Source: an optimization exercise on an open RTL-to-GDS flow (aim: small area, a short achievable clock period and few clock cycles per item). Production flows keep margins and buffers that such runs may drop.
The RTL was checked by simulation tests, not by an equivalence proof against the original design.

==> flow/design.v (excerpt) <==
module lbm_dsp (
    input  wire         clk,
    input  wire         rst,
    input  wire         in_valid,
    output wire         in_ready,
    input  wire [1:0]   in_op,        
    input  wire         in_mode,      
    input  wire [7:0]   in_raw,       
    input  wire [159:0] in_audio,     
    output reg          out_valid,
    output reg  [6:0]   out_target,
    output wire [15:0]  out_vu,
    output wire [7:0]   out_r,
    output wire [7:0]   out_g,
    output wire [7:0]   out_b
);
    localparam OP_TARGET = 2'd0;
    localparam OP_VUSAMP = 2'd1;
    localparam OP_VUMAX  = 2'd2;
    assign in_ready = 1'b1;
    reg         c_valid;
    reg [1:0]   c_op;
    reg         c_mode;
    reg [7:0]   c_raw;
    reg [79:0]  c_pair;      
    wire [79:0] pair;
    lbm_pair u_pair (.audio(in_audio), .pkeys(pair));
    always @(posedge clk) begin
        c_valid <= in_valid & ~rst;
        c_op    <= in_op;
        c_mode  <= in_mode;
        c_raw   <= in_raw;
        c_pair  <= pair;
    end
    wire [6:0] target;
    lbm_curve u_curve (.raw(c_raw), .mode(c_mode), .target(target));
    wire [7:0] pkey;
    lbm_peak u_peak (.keys(c_pair), .pkey(pkey));
    wire       d_valid  = c_valid;
    wire       d_samp   = c_valid & (c_op == OP_VUSAMP);
    wire       d_vmax   = c_valid & (c_op == OP_VUMAX);
    wire [7:0] d_pkey   = pkey;
    wire [6:0] d_target = (c_op == OP_TARGET) ? target : 7'd0;
    reg [15:0] vu_state;
    reg [7:0]  win0, win1, win2;    
    reg [7:0]  col_r;
    reg [5:0]  col_g;
    wire [31:0] wkeys = {win2, win1, win0, d_pkey};
    wire [3:0]  walive [0:8];
    wire [7:0]  skey;
    assign walive[8] = 4'hF;
    genvar wb, wj;
    generate
        for (wb = 7; wb >= 0; wb = wb - 1) begin : g_wbit
            wire [3:0] hit;
            for (wj = 0; wj < 4; wj = wj + 1) begin : g_wj
                assign hit[wj] = walive[wb+1][wj] & wkeys[8*wj+wb];
            end
            assign skey[wb]   = |hit;
            assign walive[wb] = skey[wb] ? hit : walive[wb+1];
        end
    endgenerate
    wire [7:0] sig  = {1'b0, skey[7:1]} + {7'd0, skey[0]};    
    wire [15:0] decay  = vu_state + {4'hF, ~vu_state[15:4]} + {15'd0, ~|vu_state[3:0]};
    reg         hi_gt;
    integer     ai;
    always @(*) begin
        hi_gt = 1'b0;
  ...
Size: ~1800 cells after synthesis, roughly 150 flip-flops, about 220 I/O pins, ~0.012 mm² of cells after synthesis.
clock: 70.0 ns
lec_check: 0
abc_area: 1
cap_margin: 20
core_margin: 2
core_utilization: 75
slew_margin: 20
standard.sh (not shown) runs the stock make flow with config.mk's settings and CLKGATE_MAP_FILE= SYNTH_SCRIPT=/design/flow/synth_recipe.tcl, a recipe that flattens the netlist after the stock synthesis.
==> flow/flow/run.sh <==
#!/bin/bash
# The standard layout, with two changes to how it is built:
#  - port buffers are sky130_fd_sc_hd__buf_1 (buffer_ports -buffer_cell)
#    instead of the cell buffer_ports picks by itself;
#  - clock tree synthesis adds no dummy loads and builds the tree of
#    sky130_fd_sc_hd__clkbuf_8 only.
# Every tool's output goes to the ORFS logs under orfs/logs; make's own
# output goes to standard.log here.
set -euo pipefail
export BUFFER_PORTS_ARGS="-buffer_cell sky130_fd_sc_hd__buf_1"
export CTS_ARGS="-sink_clustering_enable -repair_clock_nets -dont_use_dummy_load -buf_list sky130_fd_sc_hd__clkbuf_8"
bash standard.sh finish > standard.log 2>&1
Testbench counts at the start, summed over its fixed seeds: cycles 16,016, items 16,000.
Rerun with:
Settings changed: CORE_UTILIZATION 75 to 55.
Cell area climbs by 0.84%. Setup slack improved by 0.0045 ns.
Rerun with:
Settings changed: CORE_UTILIZATION 55 to 40.
What happened:
- die area grows by well over a third
- non-clock buffer count grows by 1
- final area grows slightly
- setup slack got worse by 0.051 ns
- via count shrinks slightly
- sequential share of layout area shrinks by 0.27 points
- flip-flop and latch count does not change
- synthesized area does not change
Rerun with:
--- a/flow/flow/run.sh
+++ b/flow/flow/run.sh
@@ -3,4 +3,7 @@
 #  - port buffers are sky130_fd_sc_hd__buf_1 (buffer_ports -buffer_cell)
 #    instead of the cell buffer_ports picks by itself;
+#  - the resizer's timing repair (floorplan, CTS and global-route steps) aims
+#    for a setup slack of 54.9 ns at the design's 70 ns clock, so that it
+#    works on the slowest input-to-register paths;
 #  - clock tree synthesis adds no dummy loads and builds the tree of
 #    sky130_fd_sc_hd__clkbuf_8 only.
@@ -9,4 +12,5 @@
 set -euo pipefail
 export BUFFER_PORTS_ARGS="-buffer_cell sky130_fd_sc_hd__buf_1"
+export SETUP_SLACK_MARGIN=54.9
 export CTS_ARGS="-sink_clustering_enable -repair_clock_nets -dont_use_dummy_load -buf_list sky130_fd_sc_hd__clkbuf_8"
 bash standard.sh finish > standard.log 2>&1
Settings changed: CORE_UTILIZATION 40 to 55.
Sequential share of layout area drops by 1.2 points.
Cell area came out higher by about 5.4%.
Setup slack improves by 0.49 ns.
Global-route usage goes up by 6.6 points.
Die area fell by 27%.
Fmax is higher by 3.2%.
Via count goes up by about 3%.
Wire length stays flat.


== trial 97 ==
Starting RTL as in the previous note.
==> flow/config.mk <==
export PLATFORM = sky130hd
export DESIGN_NAME = lbm_dsp
export DESIGN_NICKNAME = lbm_dsp
export VERILOG_FILES = /design/flow/design.v
export SDC_FILE = /design/flow/constraint.sdc
export NUM_CORES = 4
export LEC_CHECK = 0
export ABC_AREA = 1
export CAP_MARGIN = 20
export CORE_MARGIN = 2
export CORE_UTILIZATION = 55
export SLEW_MARGIN = 20
==> flow/constraint.sdc <==
create_clock -name core_clock -period 70.0 [get_ports {clk}]
set_input_delay 14.0000 -clock core_clock [delete_from_list [all_inputs] [get_ports {clk}]]
set_output_delay 14.0000 -clock core_clock [all_outputs]
set_load 0.01 [all_outputs]
==> flow/flow/run.sh <==
#!/bin/bash
# The standard layout, with two changes to how it is built:
#  - port buffers are sky130_fd_sc_hd__buf_1 (buffer_ports -buffer_cell)
#    instead of the cell buffer_ports picks by itself;
#  - clock tree synthesis adds no dummy loads and builds the tree of
#    sky130_fd_sc_hd__clkbuf_8 only.
# Every tool's output goes to the ORFS logs under orfs/logs; make's own
# output goes to standard.log here.
set -euo pipefail
export BUFFER_PORTS_ARGS="-buffer_cell sky130_fd_sc_hd__buf_1"
export CTS_ARGS="-sink_clustering_enable -repair_clock_nets -dont_use_dummy_load -buf_list {sky130_fd_sc_hd__clkbuf_4 sky130_fd_sc_hd__clkbuf_8}"
bash standard.sh finish > standard.log 2>&1
Trial 97 | stages: all done | timing, DRC, antenna: all pass
Testbench counts of trial 97, summed over its fixed seeds: cycles 16,016, items 16,000.
Relative to trial 97, the following input files were edited for trial 30:
-- flow/flow/run.sh --
<<< trial 97, line 9
set -euo pipefail
export BUFFER_PORTS_ARGS="-buffer_cell sky130_fd_sc_hd__buf_1"
export CTS_ARGS="-sink_clustering_enable -repair_clock_nets -dont_use_dummy_load -buf_list {sky130_fd_sc_hd__clkbuf_4 sky130_fd_sc_hd__clkbuf_8}"
bash standard.sh finish > standard.log 2>&1
>>> trial 30, line 9
set -euo pipefail
export BUFFER_PORTS_ARGS="-buffer_cell sky130_fd_sc_hd__buf_1"
export CTS_ARGS="-sink_clustering_enable -repair_clock_nets -dont_use_dummy_load -buf_list sky130_fd_sc_hd__clkbuf_8 -sink_clustering_size 30"
bash standard.sh finish > standard.log 2>&1
==> results.txt <==
- [compare] base=trial 97 new=trial 30: cell count essentially unchanged, fraction of cell area in non-clock buffers held, buffer count excluding the clock tree in the final layout was more or less identical.
- Diff trial 30..trial 97 | sum of routed wire length over all layers | unchanged
- Compared with trial 97, in trial 30 combined area of all synthesized cells ~0 delta, number of ordinary inverters in the final layout barely changed, worst path setup slack after routing barely changed.
- Compared trial 30 against trial 97; count of final hold-check violations within noise.
- Trial 30: full flow OK, the timing, design-rule and antenna checks passed
- Re final clock period utilization by the worst path: no difference whatsoever between trial 97 and trial 30.


Another version of the RTL of lbm_dsp (not shown whole).
For scale: ~1300 cells after synthesis, about 150 flip-flops, ~0.010 sq mm of cells after synthesis.
// lbm_dsp
module lbm_dsp (
    input  wire         clk,
    input  wire         rst,
    input  wire         in_valid,
    output wire         in_ready,
    input  wire [1:0]   in_op,        
    input  wire         in_mode,      
    input  wire [7:0]   in_raw,       
    input  wire [159:0] in_audio,     
    output reg          out_valid,
    output reg  [6:0]   out_target,
    output wire [15:0]  out_vu,
    output wire [7:0]   out_r,
    output wire [7:0]   out_g,
    output wire [7:0]   out_b
);
export LEC_CHECK = 0
export ABC_AREA = 1
export CAP_MARGIN = 20
export CORE_MARGIN = 2
export CORE_UTILIZATION = 55
export SLEW_MARGIN = 75
create_clock -name core_clock -period 70.0 [get_ports {clk}]
==> flow/flow/run.sh <==
#!/bin/bash
# The standard layout (standard.sh), with three changes to how it is built:
#  - synthesis is the standard one (synth_recipe.tcl and ORFS's synth.tcl,
#    unchanged) except that ABC maps the logic with flow/abc_area.script, an
#    area-oriented &nf mapping, in place of ORFS's abc_area.script. ORFS's
#    scripts are copied to abc_scripts/ with that one file replaced, and
#    only the synth step is run with SCRIPTS_DIR pointing there. Flip-flops
#    are mapped by dfflibmap before ABC runs, so the registers are the
#    standard synthesis's;
#  - port buffers are sky130_fd_sc_hd__buf_1 (buffer_ports -buffer_cell)
#    instead of the cell buffer_ports picks by itself;
#  - clock tree synthesis adds no dummy loads and builds the tree of
#    sky130_fd_sc_hd__clkbuf_8 only.
# Every tool's output goes to the ORFS logs under orfs/logs; make's own
# output goes to synth.log and standard.log here.
set -euo pipefail
rm -rf abc_scripts
cp -r "$FLOW_HOME/scripts" abc_scripts
cp flow/abc_area.script abc_scripts/abc_area.script
export BUFFER_PORTS_ARGS="-buffer_cell sky130_fd_sc_hd__buf_1"
export CTS_ARGS="-sink_clustering_enable -repair_clock_nets -dont_use_dummy_load -buf_list sky130_fd_sc_hd__clkbuf_8"
SCRIPTS_DIR="$PWD/abc_scripts" bash standard.sh synth > synth.log 2>&1
bash standard.sh finish > standard.log 2>&1
==> flow/flow/abc_area.script <==
strash
&get -n
&dch -f
&nf -R 1000 -p
&put
Testbench counts at the start, summed over its fixed seeds: cycles 16,016, items 16,000.
Edit:
==> flow/flow/abc_area.script (replaced) <==
strash
&get -n
&dch -f
&nf -R 1000 -p -F 10 -C 32
&put
--- a/flow/config.mk
+++ b/flow/config.mk
@@ -10,3 +10,3 @@
 export CORE_MARGIN = 2
 export CORE_UTILIZATION = 55
-export SLEW_MARGIN = 75
+export SLEW_MARGIN = 20
Maximum frequency fell by 2.7%; setup slack is worse by 440 ps; sequential share of layout area rose by 1.1 points; non-clock buffer count went down by 14; global-route usage fell by 0.13 points; register-to-register slack is worse by 820 ps.

what the ideal ports hide:
The flow's constraints put no driver on any port. The routed layouts listed below were extracted and timed again, unchanged, in two steps. Step 1: set_driving_cell puts a clkbuf_16 on clk and a buf_2 on each other input, an assumption about the parent block. Step 2 moves the port delays by t, midway between the first and last clock arrival at a register: inputs arrive t later, outputs are due t later. That takes back most of the time a late clock gives input paths. Slacks: ideal / step 1 / step 2; pairs: ideal / step 1.
| run | t, ns | setup slack, ns | worst setup path after step 2 | worst register clock-pin slew, ns |
|---|---|---|---|---|
| the first run of note 1 | 0.502 | 54.138 / 54.151 / 53.648 | input to register | 0.09 / 0.09 |
| the second run of note 1 | 0.489 | 54.143 / 54.164 / 53.675 | input to register | 0.09 / 0.09 |
| the third run of note 1 | 0.479 | 54.092 / 54.118 / 53.639 | input to register | 0.09 / 0.09 |
| the fourth run of note 1 | 0.478 | 54.583 / 54.578 / 54.100 | input to register | 0.08 / 0.08 |
| trial 97 | 0.489 | 54.143 / 54.164 / 53.675 | input to register | 0.09 / 0.09 |
| trial 30 | 0.489 | 54.143 / 54.164 / 53.675 | input to register | 0.09 / 0.09 |
| the first run of note 3 | 0.492 | 54.314 / 54.330 / 53.838 | input to register | 0.08 / 0.08 |
| the second run of note 3 | 0.484 | 53.878 / 53.886 / 53.401 | input to register | 0.09 / 0.09 |
After both steps every run listed still meets setup and hold. The setup slack of the first run of note 1, which loses most, moves by +0.013 ns with the drivers and by -0.490 ns with both steps.
